Context: an optimization exercise on an open-source flow, tuned for small area, a short achievable clock period and few clock cycles. The choices shown serve that exercise and are no tape-out recipe.
Where RTL was checked, it was by simulation tests only, not by an equivalence proof against the original.
Power and IR drop assume default switching activity.

==> flow/design.v (excerpt) <==
module acc_core (
    input  wire        clk,
    input  wire        rst,           
    input  wire [31:0] max_steps,     
    output wire        mem_req,
    output wire        mem_we,
    output wire [11:0] mem_addr,
    output wire [15:0] mem_wdata,
    input  wire        mem_ready,
    input  wire [15:0] mem_rdata,
    output wire        done,
    output wire        halted,
    output wire [2:0]  fault_kind,
    output wire [15:0] fault_ea,
    output wire [15:0] pc,
    output wire [15:0] acc,
    output wire [15:0] ir,
    output wire [3:0]  flags,         
    output wire [31:0] step_count,
    input  wire [3:0]  dbg_sel,
    output wire [15:0] dbg_reg
);
    localparam OP_HALT  = 4'd0;
    localparam OP_LOAD  = 4'd1;
    localparam OP_STORE = 4'd2;
    localparam OP_ADD   = 4'd3;
    localparam OP_SUB   = 4'd4;
    localparam OP_CMP   = 4'd5;
    localparam OP_JMP   = 4'd6;
    localparam OP_JZ    = 4'd7;
    localparam OP_JNZ   = 4'd8;
    localparam S_FETCH = 2'd0;
    localparam S_PTR   = 2'd1;
  ...
==> flow/config.mk <==
export PLATFORM = sky130hd
export DESIGN_NAME = acc_core
export DESIGN_NICKNAME = acc_core
export VERILOG_FILES = /design/flow/design.v
export SDC_FILE = /design/flow/constraint.sdc
export NUM_CORES = 4
export LEC_CHECK = 0
export CAP_MARGIN = 20
export CORE_MARGIN = 2
export CORE_UTILIZATION = 40
export PLACE_DENSITY = 0.6
export SETUP_SLACK_MARGIN = 3.5
export SLEW_MARGIN = 20
export TNS_END_PERCENT = 10
==> flow/constraint.sdc <==
create_clock -name core_clock -period 8.0 [get_ports {clk}]
set_input_delay 1.6000 -clock core_clock [delete_from_list [all_inputs] [get_ports {clk}]]
set_output_delay 1.6000 -clock core_clock [all_outputs]
set_load 0.01 [all_outputs]
standard.sh (not shown) runs the stock make flow with config.mk's settings and CLKGATE_MAP_FILE= SYNTH_SCRIPT=/design/flow/synth_recipe.tcl, a recipe that flattens the netlist after the stock synthesis.
==> flow/flow/run.sh <==
#!/bin/bash
# The standard layout (standard.sh) with two changes:
#  - synthesis maps the logic with abc's own default (area-oriented) script
#    instead of ORFS's speed script; everything else in the synthesis is
#    synth_recipe.tcl unchanged, so the registers are the standard ones
#  - the port buffers are the smallest plain buffer rather than the delay
#    buffer buffer_ports picks on its own; timing repair resizes them where a
#    path needs it
# make's output goes to standard.log; each ORFS step keeps its own log under
# orfs/logs.
set -o pipefail
cat flow/abc_override.tcl synth_recipe.tcl > my_synth.tcl
sed "s#SYNTH_SCRIPT=[^ ]*#SYNTH_SCRIPT=$PWD/my_synth.tcl#" standard.sh > my_standard.sh
grep -q "SYNTH_SCRIPT=$PWD/my_synth.tcl" my_standard.sh || { echo "could not point standard.sh at my_synth.tcl"; exit 1; }
export BUFFER_PORTS_ARGS="-buffer_cell sky130_fd_sc_hd__buf_1"
bash my_standard.sh > standard.log 2>&1
==> flow/flow/abc_override.tcl <==
# abc with its own default (area-oriented) mapping script instead of the
# script, delay target and constraints ORFS hands it; liberty and dont_use
# arguments are kept
proc abc {args} {
  set kept {}
  for {set i 0} {$i < [llength $args]} {incr i} {
    set a [lindex $args $i]
    if {$a in {-script -D -constr}} { incr i; continue }
    lappend kept $a
  }
  yosys abc {*}$kept
}
Testbench counts at the start, summed over its fixed seeds: cycles 80,223.
Change:
--- a/flow/design.v
+++ b/flow/design.v
@@ -61,14 +61,13 @@
     wire p_load = (ir_op == OP_LOAD);
     wire p_sub  = (ir_op == OP_SUB) || (ir_op == OP_CMP);
     wire p_wr   = (ir_op != OP_CMP);
     wire [15:0] a_in = p_load ? 16'd0 : acc_r;
     wire [15:0] b_in = p_sub ? ~md : md;
     wire [16:0] r    = {1'b0, a_in} + {1'b0, b_in} + {16'd0, p_sub};
-    wire [15:0] zt   = (a_in ^ b_in) ^ {(a_in[14:0] | b_in[14:0]), p_sub};
-    wire r_zero = (zt == 16'd0);
+    wire r_zero = (r[15:0] == 16'd0);
     wire r_cf   = p_sub ? !r[16] : r[16];
     wire r_of   = p_sub ? (!r[16] ^ r[15]) : (r[16] | r[15]);
     wire        zf_now  = pend ? r_zero : zf;
     wire [15:0] acc_now = (pend && p_wr) ? r[15:0] : acc_r;
     wire [31:0] sc_inc = sc + 32'd1;
     wire eq1 = (sc_inc == max_steps);
=> Via count drops by 0.90%. Core utilization is about the same. Combinational power drops by about 3%. Synthesized area drops by 1.9%. Cell count drops by 2.1%. Register-to-register slack loses 740 ps. Design area drops by 0.77%. Hold slack gains 3.6 ps. First-iteration DRC count climbs by 5.8%. Clock-buffer cell count climbs by 3. Flip-flop and latch count does not change. Routed wire length drops by 1.2%.
Testbench counts after the change, summed over its fixed seeds: cycles 80,223.

========
The RTL this note starts from:
==> flow/design.v <==
module acc_core (
    input  wire        clk,
    input  wire        rst,           
    input  wire [31:0] max_steps,     
    output wire        mem_req,
    output wire        mem_we,
    output wire [11:0] mem_addr,
    output wire [15:0] mem_wdata,
    input  wire        mem_ready,
    input  wire [15:0] mem_rdata,
    output wire        done,
    output wire        halted,
    output wire [2:0]  fault_kind,
    output wire [15:0] fault_ea,
    output wire [15:0] pc,
    output wire [15:0] acc,
    output wire [15:0] ir,
    output wire [3:0]  flags,         
    output wire [31:0] step_count,
    input  wire [3:0]  dbg_sel,
    output wire [15:0] dbg_reg
);
    localparam OP_HALT  = 4'd0;
    localparam OP_LOAD  = 4'd1;
    localparam OP_STORE = 4'd2;
    localparam OP_ADD   = 4'd3;
    localparam OP_SUB   = 4'd4;
    localparam OP_CMP   = 4'd5;
    localparam OP_JMP   = 4'd6;
    localparam OP_JZ    = 4'd7;
    localparam OP_JNZ   = 4'd8;
    localparam S_FETCH = 2'd0;
    localparam S_PTR   = 2'd1;
    localparam S_MEM   = 2'd2;
    reg [1:0]  state;
    reg [12:0] pc_r;        
    reg [15:0] acc_r;
    reg [15:0] ir_r;
    reg [15:0] ea;          
    reg        zf, sf, cf, of;
    reg        halted_r;
    reg [2:0]  fk;
    reg [31:0] sc;
    reg        done_r;
    reg        stop_r;      
    reg        first;       
    reg [15:0] regs [0:15];
    reg        pend;
    reg        p_load, p_sub, p_wr;
    reg [15:0] mdr;
    assign done       = done_r;
    assign halted     = halted_r;
    assign fault_kind = fk;
    assign fault_ea   = (fk == 3'd5) ? ea : 16'd0;
    assign pc         = {3'd0, pc_r};
    assign acc        = acc_r;
    assign ir         = ir_r;
    assign flags      = {zf, sf, cf, of};
    assign step_count = sc;
    wire [3:0]  rsel = done_r ? dbg_sel : mem_rdata[3:0];
    wire [15:0] rval = regs[rsel];
    assign dbg_reg = rval;
    wire [15:0] a_in = p_load ? 16'd0 : acc_r;
    wire [15:0] b_in = p_sub ? ~mdr : mdr;
    wire [16:0] r    = {1'b0, a_in} + {1'b0, b_in} + {16'd0, p_sub};
    wire [15:0] zt   = (a_in ^ b_in) ^ {(a_in[14:0] | b_in[14:0]), p_sub};
    wire r_zero = (zt == 16'd0);
    wire r_cf   = p_sub ? !r[16] : r[16];
    wire r_of   = p_sub ? (!r[16] ^ r[15]) : (r[16] | r[15]);
    wire        zf_now  = pend ? r_zero : zf;
    wire [15:0] acc_now = (pend && p_wr) ? r[15:0] : acc_r;
    wire [31:0] sc_inc = sc + 32'd1;
    wire eq1 = (sc_inc == max_steps);
    wire mz  = (max_steps == 32'd0);           
    wire hold = done_r || stop_r || (first && mz);
    wire run  = !hold;
    wire pc_oob = pc_r[12];
    wire [3:0] ir_op = ir_r[15:12];
    assign mem_req   = !hold && (state != S_FETCH || !pc_oob);
    assign mem_we    = !done_r && !stop_r && (state == S_MEM) && (ir_op == OP_STORE);
    assign mem_addr  = (state == S_FETCH) ? pc_r[11:0] : ea[11:0];
    assign mem_wdata = acc_r;
    wire [3:0]  f_op = mem_rdata[15:12];
    wire [11:0] f_o  = mem_rdata[11:0];
    wire f_direct   = (f_o[11:8] == 4'd0);
    wire f_indirect = (f_o[11:8] == 4'd1);
    wire f_imm      = (f_o[11:9] == 3'd1);
    wire f_reg      = (f_o[11:4] == 8'h40);
    wire f_regind   = (f_o[11:4] == 8'h41);
    wire f_resv     = !(f_direct || f_indirect || f_imm || f_reg || f_regind);
    wire f_jump     = (f_op == OP_JMP) || (f_op == OP_JZ) || (f_op == OP_JNZ);
    wire f_illop    = (f_op > OP_JNZ);
    wire f_badmode  = ((f_op == OP_STORE) && f_imm) || (f_jump && !f_direct);
    wire f_taken    = (f_op == OP_JMP) || ((f_op == OP_JZ) && zf_now) || ((f_op == OP_JNZ) && !zf_now);
    wire f_rval_oob = (rval[15:12] != 4'd0);
    wire in_fetch = (state == S_FETCH);
    wire [3:0] x_op = in_fetch ? f_op : ir_op;
    wire x_alu = (x_op == OP_LOAD) || (x_op == OP_ADD) || (x_op == OP_SUB) || (x_op == OP_CMP);
    integer i;
    always @(posedge clk) begin
        if (rst) begin
            state    <= S_FETCH;
            pc_r     <= 13'd0;
            acc_r    <= 16'd0;
            ir_r     <= 16'd0;
            ea       <= 16'd0;
            zf       <= 1'b0;
            sf       <= 1'b0;
            cf       <= 1'b0;
            of       <= 1'b0;
            halted_r <= 1'b0;
            fk       <= 3'd0;
            sc       <= 32'd0;
            done_r   <= 1'b0;
            stop_r   <= 1'b0;
            first    <= 1'b1;
            pend     <= 1'b0;
            p_load   <= 1'b0;
            p_sub    <= 1'b0;
            p_wr     <= 1'b0;
            mdr      <= 16'd0;
        end else begin
            first <= 1'b0;
            if (pend) begin
                if (p_wr)
                    acc_r <= r[15:0];
                zf <= r_zero;
                sf <= r[15];
                cf <= r_cf;
                of <= r_of;
            end
            pend <= 1'b0;
            if ((first && mz) || stop_r)
                done_r <= 1'b1;
            if (run) begin
                case (state)
                S_FETCH: begin
                    if (pc_oob) begin
                        halted_r <= 1'b1;
                        fk       <= 3'd1;
                        done_r   <= 1'b1;
                    end else if (mem_ready) begin
                        ir_r <= mem_rdata;
                        if (f_illop) begin
                            halted_r <= 1'b1;
                            fk       <= 3'd2;
                            done_r   <= 1'b1;
                        end else if (f_resv) begin
                            halted_r <= 1'b1;
                            fk       <= 3'd3;
                            done_r   <= 1'b1;
                        end else if (f_badmode) begin
                            halted_r <= 1'b1;
                            fk       <= 3'd4;
                            done_r   <= 1'b1;
                        end else if (f_op == OP_HALT) begin
                            halted_r <= 1'b1;
                            sc       <= sc_inc;
                            done_r   <= 1'b1;
                        end else if (f_jump) begin
                            pc_r   <= f_taken ? {5'd0, f_o[7:0]} : pc_r + 13'd1;
                            sc     <= sc_inc;
                            done_r <= eq1;
                        end else if (f_direct || f_indirect) begin
                            ea    <= {8'd0, f_o[7:0]};
                            state <= f_direct ? S_MEM : S_PTR;
                        end else if (f_regind) begin
                            ea <= rval;
                            if (f_rval_oob) begin
                                halted_r <= 1'b1;
                                fk       <= 3'd5;
                                done_r   <= 1'b1;
                            end else begin
                                state <= S_MEM;
                            end
                        end else begin
                            if (x_alu) begin
                                mdr    <= f_reg ? rval : {7'd0, f_o[8:0]};
                                pend   <= 1'b1;
                                p_load <= (x_op == OP_LOAD);
                                p_sub  <= (x_op == OP_SUB) || (x_op == OP_CMP);
                                p_wr   <= (x_op != OP_CMP);
                                stop_r <= eq1;
                            end else begin
                                done_r <= eq1;
                            end
                            pc_r <= pc_r + 13'd1;
                            sc   <= sc_inc;
                        end
                    end
                end
                S_PTR: begin
                    if (mem_ready) begin
                        ea <= mem_rdata;
                        if (mem_rdata[15:12] != 4'd0) begin
                            halted_r <= 1'b1;
                            fk       <= 3'd5;
                            done_r   <= 1'b1;
                            state    <= S_FETCH;
                        end else begin
                            state <= S_MEM;
                        end
                    end
                end
                default: begin  
                    if (mem_ready) begin
                        if (x_alu) begin
                            mdr    <= mem_rdata;
                            pend   <= 1'b1;
                            p_load <= (x_op == OP_LOAD);
                            p_sub  <= (x_op == OP_SUB) || (x_op == OP_CMP);
                            p_wr   <= (x_op != OP_CMP);
                            stop_r <= eq1;
                        end else begin
                            done_r <= eq1;
                        end
                        pc_r  <= pc_r + 13'd1;
                        sc    <= sc_inc;
                        state <= S_FETCH;
                    end
                end
                endcase
            end
        end
    end
    wire        rf_we   = run && in_fetch && !pc_oob && mem_ready &&
                          (mem_rdata[15:4] == {OP_STORE, 8'h40});
    wire [15:0] rf_data = rst ? 16'd0 : acc_now;
    always @(posedge clk) begin
        for (i = 0; i < 16; i = i + 1)
            if (rst || (rf_we && mem_rdata[3:0] == i))
                regs[i] <= rf_data;
    end
endmodule
Settings: LEC_CHECK=0, ABC_CLOCK_PERIOD_IN_PS=4000, CAP_MARGIN=20, CORE_MARGIN=2, CORE_UTILIZATION=40, PLACE_DENSITY=0.6, SETUP_SLACK_MARGIN=4.0, SLEW_MARGIN=20; clock period 8.0 ns.
run.sh (not shown) runs the stock make flow with config.mk's settings and CLKGATE_MAP_FILE= SYNTH_SCRIPT=/design/flow/synth_recipe.tcl, a recipe that flattens the netlist after the stock synthesis.
Stock flow here: none of the scripts above is used.
==> next run, changes <==
--- a/flow/design.v
+++ b/flow/design.v
@@ -37,5 +37,5 @@
     reg [15:0] acc_r;
     reg [15:0] ir_r;
-    reg [15:0] ea;          
+    reg [15:0] md;
     reg        zf, sf, cf, of;
     reg        halted_r;
@@ -47,10 +47,8 @@
     reg [15:0] regs [0:15];
     reg        pend;
-    reg        p_load, p_sub, p_wr;
-    reg [15:0] mdr;
     assign done       = done_r;
     assign halted     = halted_r;
     assign fault_kind = fk;
-    assign fault_ea   = (fk == 3'd5) ? ea : 16'd0;
+    assign fault_ea   = (fk == 3'd5) ? md : 16'd0;
     assign pc         = {3'd0, pc_r};
     assign acc        = acc_r;
@@ -58,9 +56,12 @@
     assign flags      = {zf, sf, cf, of};
     assign step_count = sc;
-    wire [3:0]  rsel = done_r ? dbg_sel : mem_rdata[3:0];
-    wire [15:0] rval = regs[rsel];
-    assign dbg_reg = rval;
+    wire [15:0] rval = regs[mem_rdata[3:0]];
+    assign dbg_reg = regs[dbg_sel];
+    wire [3:0] ir_op = ir_r[15:12];
+    wire p_load = (ir_op == OP_LOAD);
+    wire p_sub  = (ir_op == OP_SUB) || (ir_op == OP_CMP);
+    wire p_wr   = (ir_op != OP_CMP);
     wire [15:0] a_in = p_load ? 16'd0 : acc_r;
-    wire [15:0] b_in = p_sub ? ~mdr : mdr;
+    wire [15:0] b_in = p_sub ? ~md : md;
     wire [16:0] r    = {1'b0, a_in} + {1'b0, b_in} + {16'd0, p_sub};
     wire [15:0] zt   = (a_in ^ b_in) ^ {(a_in[14:0] | b_in[14:0]), p_sub};
@@ -76,8 +77,7 @@
     wire run  = !hold;
     wire pc_oob = pc_r[12];
-    wire [3:0] ir_op = ir_r[15:12];
     assign mem_req   = !hold && (state != S_FETCH || !pc_oob);
     assign mem_we    = !done_r && !stop_r && (state == S_MEM) && (ir_op == OP_STORE);
-    assign mem_addr  = (state == S_FETCH) ? pc_r[11:0] : ea[11:0];
+    assign mem_addr  = (state == S_FETCH) ? pc_r[11:0] : md[11:0];
     assign mem_wdata = acc_r;
     wire [3:0]  f_op = mem_rdata[15:12];
@@ -104,5 +104,5 @@
             acc_r    <= 16'd0;
             ir_r     <= 16'd0;
-            ea       <= 16'd0;
+            md       <= 16'd0;
             zf       <= 1'b0;
             sf       <= 1'b0;
@@ -116,8 +116,4 @@
             first    <= 1'b1;
             pend     <= 1'b0;
-            p_load   <= 1'b0;
-            p_sub    <= 1'b0;
-            p_wr     <= 1'b0;
-            mdr      <= 16'd0;
         end else begin
             first <= 1'b0;
@@ -163,8 +159,8 @@
                             done_r <= eq1;
                         end else if (f_direct || f_indirect) begin
-                            ea    <= {8'd0, f_o[7:0]};
+                            md    <= {8'd0, f_o[7:0]};
                             state <= f_direct ? S_MEM : S_PTR;
                         end else if (f_regind) begin
-                            ea <= rval;
+                            md <= rval;
                             if (f_rval_oob) begin
                                 halted_r <= 1'b1;
@@ -176,9 +172,6 @@
                         end else begin
                             if (x_alu) begin
-                                mdr    <= f_reg ? rval : {7'd0, f_o[8:0]};
+                                md     <= f_reg ? rval : {7'd0, f_o[8:0]};
                                 pend   <= 1'b1;
-                                p_load <= (x_op == OP_LOAD);
-                                p_sub  <= (x_op == OP_SUB) || (x_op == OP_CMP);
-                                p_wr   <= (x_op != OP_CMP);
                                 stop_r <= eq1;
                             end else begin
@@ -192,5 +185,5 @@
                 S_PTR: begin
                     if (mem_ready) begin
-                        ea <= mem_rdata;
+                        md <= mem_rdata;
                         if (mem_rdata[15:12] != 4'd0) begin
                             halted_r <= 1'b1;
@@ -206,9 +199,6 @@
                     if (mem_ready) begin
                         if (x_alu) begin
-                            mdr    <= mem_rdata;
+                            md     <= mem_rdata;
                             pend   <= 1'b1;
-                            p_load <= (x_op == OP_LOAD);
-                            p_sub  <= (x_op == OP_SUB) || (x_op == OP_CMP);
-                            p_wr   <= (x_op != OP_CMP);
                             stop_r <= eq1;
                         end else begin
Result:
- The changed run produced a clean layout
- core utilization is lower by 2.0 points
- sequential share of layout area is lower by 0.91 points
- clock power is lower by 11%
- worst setup slack improves by 0.52 ns
- clock skew stays flat
- via count is higher by about 10%
- non-clock buffer count is lower by 55
- power is lower by 8.4%
No functional check of the RTL was part of any run of this note.

-- re-timing with driven ports --
Ports are ideal in the flow. The routed layouts listed here were re-timed in OpenROAD. Step 1: set_driving_cell puts a clkbuf_16 on clk and a buf_2 on each other input, an assumption about the parent block. Step 2, shift: input delay + t, output delay - t, t = (earliest + latest rising clock arrival at the registers) / 2. This alone moves slack from input paths to output paths. Three values: ideal, step 1, step 2; two values: the first two.
run	shift t [ns]	slack for setup (ns)	worst setup path after step 2	clock arrival spread, ns	worst slew at a driven data input, ns
the first run of note 1	0.631	3.222 / 3.157 / 2.867	input to register	0.041 / 0.041	0.07
the second run of note 1	0.617	2.907 / 2.907 / 2.907	register to register	0.031 / 0.032	0.07
the first run of note 2	0.635	2.765 / 2.668 / 2.668	input to output	0.041 / 0.041	0.11
the second run of note 2	0.636	3.289 / 3.228 / 3.228	input to output	0.041 / 0.042	0.09
After both steps every run listed still meets setup and hold. The setup slack of the first run of note 1, which loses most, moves by -0.065 ns with the drivers and by -0.355 ns with both steps.
